Source: an optimization exercise on an open RTL-to-GDS flow (aim: small area, a short achievable clock period and few clock cycles). Production flows keep margins and buffers that such runs may drop.
In this exercise RTL edits were held to simulation tests only and were not proved equivalent to the original.
No activity file was given, so power comes from the tool's default toggle rates.

### design.v
module esbf (
    input  wire       clk,
    input  wire       rst,         
    input  wire       in_valid,
    output wire       in_ready,
    input  wire [7:0] in_data,
    input  wire       in_last,
    output wire       out_valid,
    input  wire       out_ready,
    output reg  [7:0] out_data,
    output wire       out_last
);
    localparam FB_SIZE = 40;
    localparam [7:0] OP_CRC_INIT  = 8'h01;
    localparam [7:0] OP_CRC_LOAD  = 8'h02;
    localparam [7:0] OP_CRC_UPDB  = 8'h03;
    localparam [7:0] OP_CRC_UPDN  = 8'h04;
    localparam [7:0] OP_CRC_READ  = 8'h05;
    localparam [7:0] OP_FRM_BUILD = 8'h10;
    localparam [7:0] OP_FRM_CHECK = 8'h11;
    localparam [7:0] OP_FRM_READ  = 8'h12;
    localparam [7:0] OP_FRM_INFO  = 8'h13;
    localparam [7:0] ST_OK          = 8'h00;
    localparam [7:0] ST_MALFORMED   = 8'h01;
    localparam [7:0] ST_UNSUPPORTED = 8'h02;
    localparam [7:0] ST_CRC_MISMATCH= 8'h03;
    localparam [7:0] ST_ILLEGAL     = 8'h04;
    localparam [2:0] S_RX    = 3'd0;    
    localparam [2:0] S_EXEC  = 3'd1;    
    localparam [2:0] S_CSTEP = 3'd2;    
    localparam [2:0] S_FCRC  = 3'd3;    
    localparam [2:0] S_FDONE = 3'd4;    
    localparam [2:0] S_RSP   = 3'd5;    
    localparam [1:0] R_STATUS = 2'd0;   
    localparam [1:0] R_CRC    = 2'd1;   
    localparam [1:0] R_FRAME  = 2'd2;   
    localparam [1:0] R_INFO   = 2'd3;   
    function [15:0] crc_step;
        input [15:0] c;
        begin
            crc_step = {c[14:0], 1'b0} ^ (c[15] ? 16'h1021 : 16'h0000);
        end
    endfunction
    reg [15:0] crc_r;
    reg [7:0]  alen_r, plen_r, crclen_r, chan_r, fstat_r;
    reg [15:0] pcrc_r, flen_r;
    reg [8*FB_SIZE-1:0] fb;
    reg [2:0]  state;
    reg [9:0]  cnt;           
    reg [7:0]  op, b1, b2, b3, b6;
    reg [7:0]  rx_hi, rx_lo;  
    reg [15:0] cw;            
    reg [7:0]  steps;         
    reg [5:0]  nbytes;        
    reg [5:0]  k;             
    reg [2:0]  bitn;          
    reg        is_check;      
    reg [7:0]  rsp_status;
    reg [1:0]  rsp_kind;
    reg [5:0]  rsp_len;       
    reg [5:0]  idx;           
    wire accept = in_valid && in_ready;
    wire [9:0] cnt_next = (cnt == 10'h3ff) ? cnt : cnt + 10'd1;
    wire [9:0] bld_i  = cnt - 10'd7;
    wire [9:0] chk_i  = cnt - 10'd4;
    wire bld_wr = (op == OP_FRM_BUILD) && (cnt >= 10'd7) &&
                  (bld_i < ({2'b00, b2} + {2'b00, b3})) && (bld_i < FB_SIZE - 1);
    wire chk_wr = (op == OP_FRM_CHECK) && (cnt >= 10'd4) &&
                  (chk_i < ({2'b00, b1} + 10'd11)) && (chk_i < FB_SIZE - 1);
    wire [9:0] fb_wr_full = bld_wr ? bld_i + 10'd1 : chk_i + 10'd1;
    wire [5:0] fb_wr_i = fb_wr_full[5:0];
    wire inval = accept && (((cnt == 10'd0) && (in_data == OP_FRM_BUILD)) ||
                            ((cnt == 10'd2) && (op == OP_FRM_CHECK)));
    wire [9:0] blen = cnt - 10'd1;
    wire [9:0] rlen = cnt - 10'd3;
    wire [9:0] bld_need = 10'd6 + {2'b00, b2} + {2'b00, b3};
    wire [9:0] chk_need = 10'd14 + {2'b00, b1};
    wire bld_unsup = (b2 < 8'd1) || (b2 > 8'd5) || (b3 > 8'd32) ||
                     ((b6 != 8'd1) && (b6 != 8'd2));
    wire chk_unsup = (b1 < 8'd1) || (b1 > 8'd5) ||
                     ((b2 != 8'd1) && (b2 != 8'd2));
    wire [7:0] fb_k = fb[8*k +: 8];
    always @(posedge clk) begin
        if (rst) begin
            crc_r    <= 16'hffff;
            alen_r   <= 8'd0;
            plen_r   <= 8'd0;
            crclen_r <= 8'd0;
            chan_r   <= 8'd0;
            fstat_r  <= ST_OK;
            pcrc_r   <= 16'd0;
            flen_r   <= 16'd0;
            fb       <= {8*FB_SIZE{1'b0}};
            state    <= S_RX;
            cnt      <= 10'd0;
            op       <= 8'd0;
            b1       <= 8'd0;
            b2       <= 8'd0;
            b3       <= 8'd0;
            b6       <= 8'd0;
            rx_hi    <= 8'd0;
            rx_lo    <= 8'd0;
            cw       <= 16'd0;
            steps    <= 8'd0;
            nbytes   <= 6'd0;
            k        <= 6'd0;
            bitn     <= 3'd0;
            is_check <= 1'b0;
            rsp_status <= 8'd0;
            rsp_kind <= R_STATUS;
            rsp_len  <= 6'd1;
            idx      <= 6'd0;
        end else begin
            case (state)
            S_RX: begin
                if (accept) begin
                    cnt <= cnt_next;
                    case (cnt)
                        10'd0: op <= in_data;
                        10'd1: b1 <= in_data;
                        10'd2: b2 <= in_data;
                        10'd3: b3 <= in_data;
                        10'd6: b6 <= in_data;
                        default: ;
                    endcase
                    if (op == OP_FRM_CHECK && cnt == 10'd15 + {2'b00, b1})
                        rx_hi <= in_data;
                    if (op == OP_FRM_CHECK && cnt == 10'd16 + {2'b00, b1})
                        rx_lo <= in_data;
                    if (inval) begin
                        alen_r   <= 8'd0;
                        plen_r   <= 8'd0;
                        crclen_r <= 8'd0;
                        chan_r   <= 8'd0;
                        pcrc_r   <= 16'd0;
                        flen_r   <= 16'd0;
                        fb       <= {8*FB_SIZE{1'b0}};
                    end
                    if (bld_wr || chk_wr)
                        fb[8*fb_wr_i +: 8] <= in_data;
                    if (in_last)
                        state <= S_EXEC;
                end
            end
            S_EXEC: begin
                cnt        <= 10'd0;
                idx        <= 6'd0;
                rsp_status <= ST_OK;
                rsp_kind   <= R_STATUS;
                rsp_len    <= 6'd1;
                state      <= S_RSP;
                case (op)
                OP_CRC_INIT:
                    if (cnt == 10'd1) begin
                        crc_r    <= 16'hffff;
                        rsp_kind <= R_CRC;
                        rsp_len  <= 6'd3;
                    end else
                        rsp_status <= ST_ILLEGAL;
                OP_CRC_LOAD:
                    if (cnt == 10'd3) begin
                        crc_r    <= {b1, b2};
                        rsp_kind <= R_CRC;
                        rsp_len  <= 6'd3;
                    end else
                        rsp_status <= ST_ILLEGAL;
                OP_CRC_UPDB:
                    if (cnt == 10'd2) begin
                        cw    <= crc_r ^ {b1, 8'h00};
                        steps <= 8'd8;
                        state <= S_CSTEP;
                    end else
                        rsp_status <= ST_ILLEGAL;
                OP_CRC_UPDN:
                    if (cnt == 10'd3) begin
                        cw    <= crc_r ^ {b1, 8'h00};
                        steps <= b2;
                        state <= S_CSTEP;
                    end else
                        rsp_status <= ST_ILLEGAL;
                OP_CRC_READ:
                    if (cnt == 10'd1) begin
                        rsp_kind <= R_CRC;
                        rsp_len  <= 6'd3;
                    end else
                        rsp_status <= ST_ILLEGAL;
                OP_FRM_BUILD:
                    if (blen < 10'd6 || blen < bld_need) begin
                        rsp_status <= ST_MALFORMED;
                        fstat_r    <= ST_MALFORMED;
                        fb         <= {8*FB_SIZE{1'b0}};
                    end else if (bld_unsup) begin
                        rsp_status <= ST_UNSUPPORTED;
                        fstat_r    <= ST_UNSUPPORTED;
                        fb         <= {8*FB_SIZE{1'b0}};
                    end else begin
                        nbytes   <= b2[5:0] + b3[5:0];
                        is_check <= 1'b0;
                        cw       <= 16'hffff;
                        k        <= 6'd1;
                        bitn     <= 3'd0;
                        state    <= S_FCRC;
                    end
                OP_FRM_CHECK:
                    if (cnt < 10'd3)
                        rsp_status <= ST_ILLEGAL;
                    else if (rlen < chk_need) begin
                        rsp_status <= ST_MALFORMED;
                        fstat_r    <= ST_MALFORMED;
                        fb         <= {8*FB_SIZE{1'b0}};
                    end else if (chk_unsup) begin
                        rsp_status <= ST_UNSUPPORTED;
                        fstat_r    <= ST_UNSUPPORTED;
                        fb         <= {8*FB_SIZE{1'b0}};
                    end else begin
                        nbytes   <= b1[5:0] + 6'd11;
                        is_check <= 1'b1;
                        cw       <= 16'hffff;
                        k        <= 6'd1;
                        bitn     <= 3'd0;
                        state    <= S_FCRC;
                    end
                OP_FRM_READ:
                    if (cnt == 10'd1) begin
                        rsp_kind <= R_FRAME;
                        rsp_len  <= flen_r[5:0] + 6'd1;
                    end else
                        rsp_status <= ST_ILLEGAL;
                OP_FRM_INFO:
                    if (cnt == 10'd1) begin
                        rsp_kind <= R_INFO;
                        rsp_len  <= 6'd10;
                    end else
                        rsp_status <= ST_ILLEGAL;
                default:
                    rsp_status <= ST_ILLEGAL;
                endcase
            end
            S_CSTEP: begin
                if (steps == 8'd0) begin
                    crc_r    <= cw;
                    rsp_kind <= R_CRC;
                    rsp_len  <= 6'd3;
                    state    <= S_RSP;
                end else begin
                    cw    <= crc_step(cw);
                    steps <= steps - 8'd1;
                end
            end
            S_FCRC: begin
                if (k <= nbytes) begin
                    cw   <= crc_step((bitn == 3'd0) ? (cw ^ {fb_k, 8'h00}) : cw);
                    bitn <= bitn + 3'd1;
                    if (bitn == 3'd7)
                        k <= k + 6'd1;
                end else begin
                    cw    <= crc_step(cw);
                    state <= S_FDONE;
                end
            end
            S_FDONE: begin
                state <= S_RSP;
                if (is_check && (rx_hi != cw[15:8] || rx_lo != cw[7:0])) begin
                    rsp_status <= ST_CRC_MISMATCH;
                    fstat_r    <= ST_CRC_MISMATCH;
                    fb         <= {8*FB_SIZE{1'b0}};
                end else begin
                    fb[7:0] <= fb[15] ? 8'haa : 8'h55;
                    fb[8*(nbytes + 6'd1) +: 8] <= cw[15:8];
                    fb[8*(nbytes + 6'd2) +: 8] <= cw[7:0];
                    if (is_check) begin
                        alen_r   <= b1;
                        plen_r   <= 8'd11;
                        crclen_r <= b2;
                        chan_r   <= 8'd0;
                    end else begin
                        alen_r   <= b2;
                        plen_r   <= b3;
                        crclen_r <= b6;
                        chan_r   <= b1;
                    end
                    pcrc_r   <= cw;
                    flen_r   <= {10'd0, nbytes} + 16'd3;
                    fstat_r  <= ST_OK;
                    rsp_kind <= R_FRAME;
                    rsp_len  <= nbytes + 6'd4;
                end
            end
            S_RSP: begin
                if (out_ready) begin
                    if (idx == rsp_len - 6'd1)
                        state <= S_RX;
                    else
                        idx <= idx + 6'd1;
                end
            end
            default: state <= S_RX;
            endcase
        end
    end
    assign in_ready  = (state == S_RX);
    assign out_valid = (state == S_RSP);
    assign out_last  = (idx == rsp_len - 6'd1);
    wire [5:0] fb_rd_i = idx - 6'd1;
    always @(*) begin
        out_data = 8'h00;
        if (idx == 6'd0)
            out_data = rsp_status;
        else case (rsp_kind)
            R_CRC:   out_data = (idx == 6'd1) ? crc_r[15:8] : crc_r[7:0];
            R_FRAME: out_data = fb[8*fb_rd_i +: 8];
            R_INFO: begin
                case (idx)
                    6'd1: out_data = fstat_r;
                    6'd2: out_data = alen_r;
                    6'd3: out_data = plen_r;
                    6'd4: out_data = crclen_r;
                    6'd5: out_data = chan_r;
                    6'd6: out_data = pcrc_r[15:8];
                    6'd7: out_data = pcrc_r[7:0];
                    6'd8: out_data = flen_r[15:8];
                    6'd9: out_data = flen_r[7:0];
                    default: out_data = 8'h00;
                endcase
            end
            default: out_data = 8'h00;
        endcase
    end
endmodule
### run.sh
#!/bin/bash
# synth_recipe.tcl (not shown) runs the flow's synth.tcl, then flattens the netlist and writes it again
# the make line also repeats each setting of config.mk as NAME=value (left out here)
make -C /OpenROAD-flow-scripts/flow DESIGN_CONFIG=/design/flow/config.mk WORK_HOME=/design/flow/orfs CLKGATE_MAP_FILE= SYNTH_SCRIPT=/design/flow/synth_recipe.tcl finish
### config.mk
export PLATFORM = sky130hd
export DESIGN_NAME = esbf
export DESIGN_NICKNAME = esbf
export VERILOG_FILES = /design/flow/design.v
export SDC_FILE = /design/flow/constraint.sdc
export NUM_CORES = 4
export LEC_CHECK = 0
export CAP_MARGIN = 20
export CORE_MARGIN = 2
export CORE_UTILIZATION = 30
export PLACE_DENSITY = 0.45
export SLEW_MARGIN = 20
### constraint.sdc
create_clock -name core_clock -period 9.0 [get_ports {clk}]
set_input_delay 1.8000 -clock core_clock [delete_from_list [all_inputs] [get_ports {clk}]]
set_output_delay 1.8000 -clock core_clock [all_outputs]
set_load 0.01 [all_outputs]
==> results.sh <==
export IMPL_critPathMaxFanout=22
export IMPL_critPathLaunch="b2[0]"
export IMPL_clk_pin_slew_worst_paths_ps=60
export IMPL_numCtsBuffers=72
export IMPL_ios=24
export IMPL_r2r_end="fb[88]"
export IMPL_rsz0062_at_grt="false"
export IMPL_synth_seq_cells=519
export IMPL_synth_top_area_frac=0.258
export IMPL_status="complete, no violations"
export IMPL_fin_crit_ps=8360
export IMPL_synthesis_area_sq_um=40300
export IMPL_final_common_cell="dfxtp_1"
export IMPL_r2r_cells=31
export IMPL_yosys_area_top_type="dfxtp_1"
export IMPL_stdcell_count=6438
export IMPL_slew_headroom=0.149
export IMPL_ctsHoldBuffers=0
export IMPL_clock_latency_ps=710
export IMPL_powerDensity_nw_per_um2=180
export IMPL_grt_overflow=0
export IMPL_drtIter0Drc=6472
export IMPL_htree_levels=3
export IMPL_async_flop_share=0
export IMPL_syn_avg_cell_area_sq_um=8.30
export IMPL_clock_sinks=519
export IMPL_cts_resized=0
export IMPL_grt_pass1_wl_mm=294
export IMPL_die_h_um=371
export IMPL_crit_path_end="fb[88]"
export IMPL_critPathKind="reg -> reg"
export IMPL_via_count=41600
export IMPL_die_w_um=371
export IMPL_grt_max_degree=140
export IMPL_cts_setup_buffers=0
export IMPL_syn_to_final_growth_pct=10.7
export IMPL_fillers=14100
export IMPL_postSynthCellCount=4860
export IMPL_r2r_slack_ps=640
export IMPL_synth_cell_types=114
export IMPL_hold_class="reg -> reg"
export IMPL_ctsLongestPathBuffers=3
export IMPL_dp_cells=6305
export IMPL_synth_edf_count=0
export IMPL_synthFlopType="dfxtp_1"
export IMPL_drive_gt1_frac=0.124
export IMPL_tightestPinTransition_ps=1270
export IMPL_ant_nets=0
export IMPL_synthTopCellsByArea="dfxtp_1, mux4_2, mux2i_1"
export IMPL_total_power_mw=8.06
export IMPL_grt_pass1_vias=38200
export IMPL_routed_wl_mm=209
export IMPL_irDropWorstVdd_v=0.000145
export IMPL_cpMaxStageDelayCell="nor3_2"
export IMPL_place_congestion=0.965
export IMPL_dieArea_sq_um=137000
export IMPL_fin_worst_skew_ps=28.2
export IMPL_fin_nets=4730
export IMPL_max_cap_violations=0
export IMPL_routedWlPerCell_um=32.4
export IMPL_finalHoldViolCount=0
export IMPL_utilization=0.334
export IMPL_rows=134
export IMPL_cp_end_kind="register"
export IMPL_setup_tns_ps=0
export IMPL_yosysSeqAreaShare=0.258
export IMPL_initial_utilization=0.302
export IMPL_clk_root_buffer_cell="clkbuf_16"
export IMPL_final_cell_mix="dfxtp_1, nor2_1, nand2_1"
export IMPL_final_max_slew_viol_count=0
export IMPL_drc=0
export IMPL_setup_violations=0
export IMPL_post_dp_hpwl_mm=137
export IMPL_via_per_inst=6.46
export IMPL_r2r_start="b2[0]"
export IMPL_max_freq_mhz=120
export IMPL_whs_ps=462
export IMPL_syn_nets=4978
export IMPL_grt_antenna_before_repair=12
export IMPL_ys_warn_count=1
export IMPL_required_ps=9580
export IMPL_first_pass_iters=6
export IMPL_cp_arrival_ps=8940
export IMPL_core_area_sq_um=133000
export IMPL_io_buffers=23
export IMPL_p_leak_nw=15.9
export IMPL_period_share=0.929
export IMPL_startpoint_type="register"
export IMPL_grt_use_total=0.294
export IMPL_cts_tree="done"
export IMPL_critical_path_max_stage_delay_ps=720
[worst max-delay path: cells and delay by family (launching register included)]
kind / cells / cell delay, ps
xor gates and xnor gates: 2 / 480
AOI/OAI and AO/OA: 9 / 2500
and+or+nand+nor: 10 / 2180
muxes: 1 / 170
DFF: 1 / 540
buffers and inverters: 4 / 730
adders and majority gates: 5 / 1620
[cell type report]
class	instances	area [sq um]	area share
tap	1768	2210	0.0496
antenna	4	10.0	0.000224
clock buffer	105	2120	0.0474
clock inverter	23	268	0.00600
timing repair buffer	163	1340	0.0301
inverter	159	597	0.0134
multi-input combinational	3697	27700	0.620
sequential	519	10400	0.233
[how the worst min path moves through the flow]
stage	cells past startpoint	slack (ps)	end	startpoint
finish	2	460	pcrc_r[4]	pcrc_r[4]
global placement	2	440	fstat_r[0]	fstat_r[0]
detailed placement	2	450	pcrc_r[4]	pcrc_r[4]
CTS	2	460	pcrc_r[4]	pcrc_r[4]
global route	2	480	fstat_r[0]	fstat_r[0]
floorplan	2	430	fstat_r[0]	fstat_r[0]
[state kept, by name, summed over array words and instances (netlist names), 6 cells and up]
| name | count |
|---|---|
| b3 | 8 |
| cw | 16 |
| idx | 6 |
| plen_r | 8 |
| cnt | 10 |
| k | 6 |
| flen_r | 7 |
| rx_lo | 8 |
| fb | 320 |
| crc_r | 16 |
| op | 8 |
| b2 | 8 |
| chan_r | 8 |
| crclen_r | 8 |
| nbytes | 6 |
| pcrc_r | 16 |
| b1 | 8 |
| steps | 8 |
| rx_hi | 8 |
| rsp_len | 6 |
| alen_r | 8 |
| b6 | 8 |
[logic make-up (layout without fill, tap and decap cells)]
| family | Yosys count | count (layout) | share of synthesized area |
|---|---|---|---|
| compound gates | 1548 | 1548 | 0.263 |
| simple gates | 1333 | 1333 | 0.156 |
| buf+inv | 644 | 450 | 0.0617 |
| mux | 550 | 550 | 0.192 |
| flops | 519 | 519 | 0.258 |
| xor+xnor | 160 | 160 | 0.0359 |
| fa+ha+maj | 106 | 106 | 0.0339 |
| other cells | 0 | 4 | 0 |
[power by group]
part | total (mW) | switching [mW] | internal (mW) | leakage [nW]
Sequential | 2.62 | 0.195 | 2.42 | 4.21
Combinational | 2.44 | 1.77 | 0.669 | 10.5
Clock | 3.00 | 1.27 | 1.73 | 1.16
[cell usage after synthesis (43+ instances only)]
master	instances
a211oi_1	137
a21oi_1	350
a221o_1	95
a22oi_1	55
a31oi_1	91
buf_1	43
clkbuf_1	403
dfxtp_1	519
ha_1	99
inv_1	154
mux2i_1	352
mux4_2	176
nand2_1	384
nand3_1	83
nand4_1	51
nor2_1	468
nor3_1	62
nor4_1	46
o211ai_1	116
o21ai_0	283
o221ai_1	70
o22ai_1	49
xnor2_1	99
xor2_1	55
[stage by stage]
step	setup WS [ps]	instance area [sq um]
floorplan	2110	40300
global placement	839	42200
detailed placement	657	42200
CTS	664	44600
global route	134	44600
finish	642	44600
[per-layer routing]
layer	wire [um]	track usage	up-vias	share of wire
met3	21700	0.0701	614	0.10
met5	52	0	-	0.00025
met2	88800	0.437	2530	0.43
met1	84900	0.390	20500	0.41
met4	13000	0.159	8	0.062
li1	-	-	17900	-
Testbench counts, summed over its fixed seeds: cycles 113,322.

[afterwards: timing with drivers on the ports]
No port has a modelled driver above. Below, the same layout with a new extraction and two added sets of constraints.
Step 1 sets driving cells, clkbuf_16 on the clock port and buf_2 on the other inputs (assumed; they add their load-dependent delay and slew).
Step 2, shift: input delay + t, output delay - t, t = (earliest + latest rising clock arrival at the registers) / 2. This alone moves slack from input paths to output paths.
Three values: ideal, step 1, step 2; two values: the first two.
t, ns: 0.770
setup WS [ns]: 0.642 / 0.642 / 0.642
worst setup path at the end: register to register
After both steps this run still meets setup and hold. For this run, drivers alone change the setup slack by 0.000 ns; drivers and shift together by 0.000 ns.
